Source: an optimization exercise on an open RTL-to-GDS flow (aim: small area, a short achievable clock period and few clock cycles). Production flows keep margins and buffers that such runs may drop. RTL that was checked went through simulation tests only; none was proved equivalent to the original. Power is estimated from default activity; no workload was simulated.

==> module spse_unit, before the edit <==
module spse_unit (
    input  wire        clk,
    input  wire        rst_n,
    input  wire        mv_valid,
    output wire        mv_ready,
    input  wire [31:0] mv_steps,
    input  wire        smp_valid,
    output wire        smp_ready,
    input  wire [31:0] smp_ticks,
    output wire        desc_valid,
    input  wire        desc_ready,
    output wire [31:0] desc_data
);
    reg  [30:0] out;
    reg         ov;
    reg  [31:0] W;
    reg         wb, wf;
    reg  [31:0] s;
    reg         snz;           
    reg         tr, mk;
    reg         sr, mr;        
    reg         wsat, wbig;    
    reg         wlast;         
    assign desc_valid = ov;
    assign desc_data  = {1'b0, out};
    assign smp_ready  = sr;
    assign mv_ready   = mr;
    wire load = !ov || desc_ready;
    wire        t_big, t_sat;
    wire [14:0] t_L;
    spse_first u_first (.t(smp_ticks), .big(t_big), .sat(t_sat), .L(t_L));
    wire [30:0] t_first = {t_L, 1'b1, 15'd10};
    wire [14:0] w_L     = wsat ? 15'h7fff : W[14:0];
    wire [30:0] w_first = {w_L, 1'b1, 15'd10};
    wire        last  = wlast;
    wire [14:0] hw    = W[15:1];
    wire [14:0] d0    = hw - 15'd16388;                      
    wire [14:0] d1    = hw - (W[0] ? 15'd16388 : 15'd16389); 
    wire [30:0] cont  = last ? {d1, 1'b0, d0} : {15'h7fff, 1'b0, 15'h7fff};
    wire take  = smp_valid && sr;
    wire mv_go = mv_valid && mr;
    wire e_w     = load && wb;
    wire e_mk    = load && !wb && mk;
    wire e_first = load && take;
    wire e_tr    = load && !wb && !mk && tr && !snz;
    reg        wb_n, wf_n, snz_n, tr_n, mk_n;
    always @(*) begin
        wb_n = wb;
        wf_n = wf;
        if (take) begin
            wb_n = load ? t_big : 1'b1;
            wf_n = !load;
        end else if (e_w) begin
            if (wf) begin
                wf_n = 1'b0;
                wb_n = wbig;
            end else if (last) begin
                wb_n = 1'b0;
            end else begin
                wb_n = W != 32'd98311;                    
            end
        end
        snz_n = snz;
        tr_n  = tr;
        mk_n  = mk;
        if (mv_go) begin
            snz_n = mv_steps != 32'd0;
            tr_n  = 1'b1;
            mk_n  = tr && !e_tr;
        end else begin
            if (take)
                snz_n = s != 32'd1;
            if (e_mk)
                mk_n = 1'b0;
            if (e_tr)
                tr_n = 1'b0;
        end
    end
    always @(posedge clk) begin
        if (!rst_n) begin
            ov <= 1'b0;
            wb <= 1'b0;
            wf <= 1'b0;
            tr <= 1'b0;
            mk <= 1'b0;
            sr <= 1'b0;
            mr <= 1'b1;
        end else begin
            if (e_w)
                out <= wf ? w_first : cont;
            else if (e_first)
                out <= t_first;
            else if (e_mk || e_tr)
                out <= 31'd0;
            if (load)
                ov <= e_w || e_mk || e_first || e_tr;
            if (take) begin
                W     <= {smp_ticks[31:15], t_sat ? smp_ticks[14:0] : t_L};
                wsat  <= t_sat;
                wbig  <= t_big;
                wlast <= smp_ticks < 32'd98311;
            end else if (e_w && !wf && !last) begin
                W     <= W - 32'd65534;
                wlast <= W < 32'd163845;                 
            end
            if (mv_go)
                s <= mv_steps;
            else if (take)
                s <= s - 32'd1;
            wb  <= wb_n;
            wf  <= wf_n;
            snz <= snz_n;
            tr  <= tr_n;
            mk  <= mk_n;
            sr  <= !wb_n && !mk_n && tr_n && snz_n;
            mr  <= !tr_n || (!snz_n && !mk_n);
        end
    end
endmodule
==> flow/config.mk <==
export PLATFORM = sky130hd
export DESIGN_NAME = spse_enc4
export DESIGN_NICKNAME = spse_enc4
export VERILOG_FILES = /design/flow/design.v
export SDC_FILE = /design/flow/constraint.sdc
export NUM_CORES = 4
export LEC_CHECK = 0
export CAP_MARGIN = 20
export CORE_MARGIN = 2
export CORE_UTILIZATION = 60
export CTS_BUF_LIST = sky130_fd_sc_hd__clkbuf_4 sky130_fd_sc_hd__clkbuf_8
export CTS_CLUSTER_SIZE = 30
export SLEW_MARGIN = 20
export SYNTH_HIERARCHICAL = 1
==> flow/constraint.sdc <==
create_clock -name core_clock -period 11.0 [get_ports {clk}]
set_input_delay 2.2000 -clock core_clock [delete_from_list [all_inputs] [get_ports {clk}]]
set_output_delay 2.2000 -clock core_clock [all_outputs]
set_load 0.01 [all_outputs]
standard.sh (not shown) runs the stock make flow with config.mk's settings and CLKGATE_MAP_FILE= SYNTH_SCRIPT=/design/flow/synth_recipe.tcl, a recipe that flattens the netlist after the stock synthesis.
==> flow/flow/run.sh <==
#!/bin/bash
# The standard layout, with two changes to how it is made:
#  - ports are buffered with buf_1 instead of the flow's default pick
#  - timing repair aims at a setup slack margin (ns) so that the layout is
#    optimised for a shorter period than the 11 ns constraint; the margin
#    for the repair right after synthesis and the one for the later
#    repairs (after CTS and global routing) are read from flow/margins.txt
#    (the constraints themselves are unchanged)
set -euo pipefail
read -r FP_MARGIN LATE_MARGIN < flow/margins.txt
BUF="BUFFER_PORTS_ARGS=-buffer_cell sky130_fd_sc_hd__buf_1"
bash standard.sh floorplan "SETUP_SLACK_MARGIN=${FP_MARGIN}" "$BUF" > standard_make_1.log 2>&1
bash standard.sh finish "SETUP_SLACK_MARGIN=${LATE_MARGIN}" "$BUF" > standard_make_2.log 2>&1
==> flow/flow/margins.txt <==
0 7.5
Next try:
--- a/flow/design.v
+++ b/flow/design.v
@@ -57,9 +57,9 @@
     wire        t_big, t_sat;
     wire [14:0] t_L;
     spse_first u_first (.t(smp_ticks), .big(t_big), .sat(t_sat), .L(t_L));
     wire [30:0] t_first = {t_L, 1'b1, 15'd10};
-    wire [14:0] w_L     = wsat ? 15'h7fff : W[14:0];
+    wire [14:0] w_L     = wsat ? 15'h7fff : W[14:0] - 15'd10;
     wire [30:0] w_first = {w_L, 1'b1, 15'd10};
     wire        last  = wlast;
     wire [14:0] hw    = W[15:1];
     wire [14:0] d0    = hw - 15'd16388;                      
@@ -122,9 +122,9 @@
                 out <= 31'd0;
             if (load)
                 ov <= e_w || e_mk || e_first || e_tr;
             if (take) begin
-                W     <= {smp_ticks[31:15], t_sat ? smp_ticks[14:0] : t_L};
+                W     <= smp_ticks;
                 wsat  <= t_sat;
                 wbig  <= t_big;
                 wlast <= smp_ticks < 32'd98311;
             end else if (e_w && !wf && !last) begin
Result: Synthesized area is higher by 2.5%. Global-route usage is lower by 0.64 points. Die area climbs by 2.5%. Sequential cell count stays the same. Via count went up by 0.68%. Wire length grows by 1.5%. Total power goes up by 1.6%. Setup slack improved by 91 ps. Register-to-register slack loses 30 ps. Clock power rises by about 3%.
Testbench counts after the change, summed over its fixed seeds: cycles 2,549.
The RTL of the first run of this note was laid out without a check of its function.

what the ideal ports hide:
In the flow no input, the clock included, has a driving cell. The finished layouts below were timed again as built, in two steps.
Step 1 (the two cells are an assumption about what drives the block):
set clk [get_ports {clk}]
set_driving_cell -lib_cell sky130_fd_sc_hd__clkbuf_16 $clk
set_driving_cell -lib_cell sky130_fd_sc_hd__buf_2 [delete_from_list [all_inputs] $clk]
Step 2 times the ports against the registers' clock, not the clock port: input delays grow and output delays shrink by t, the midpoint of the rising clock arrivals with the driver on.
a / b / c = ideal ports / drivers / drivers and shift; a / b = the first two.
run | shift t [ns] | setup WS [ns] | worst setup path after step 2 | worst slew at a driven data input, ns | cell pins on the clock port's net
the first run | 0.718 | 7.439 / 7.423 / 6.747 | input to register | 0.10 | 1
the second run | 0.711 | 7.530 / 7.474 / 6.861 | input to register | 0.12 | 1
After both steps setup and hold are still met in every run listed. The setup slack of the first run, which loses most, moves by -0.016 ns with the drivers and by -0.692 ns with both steps.
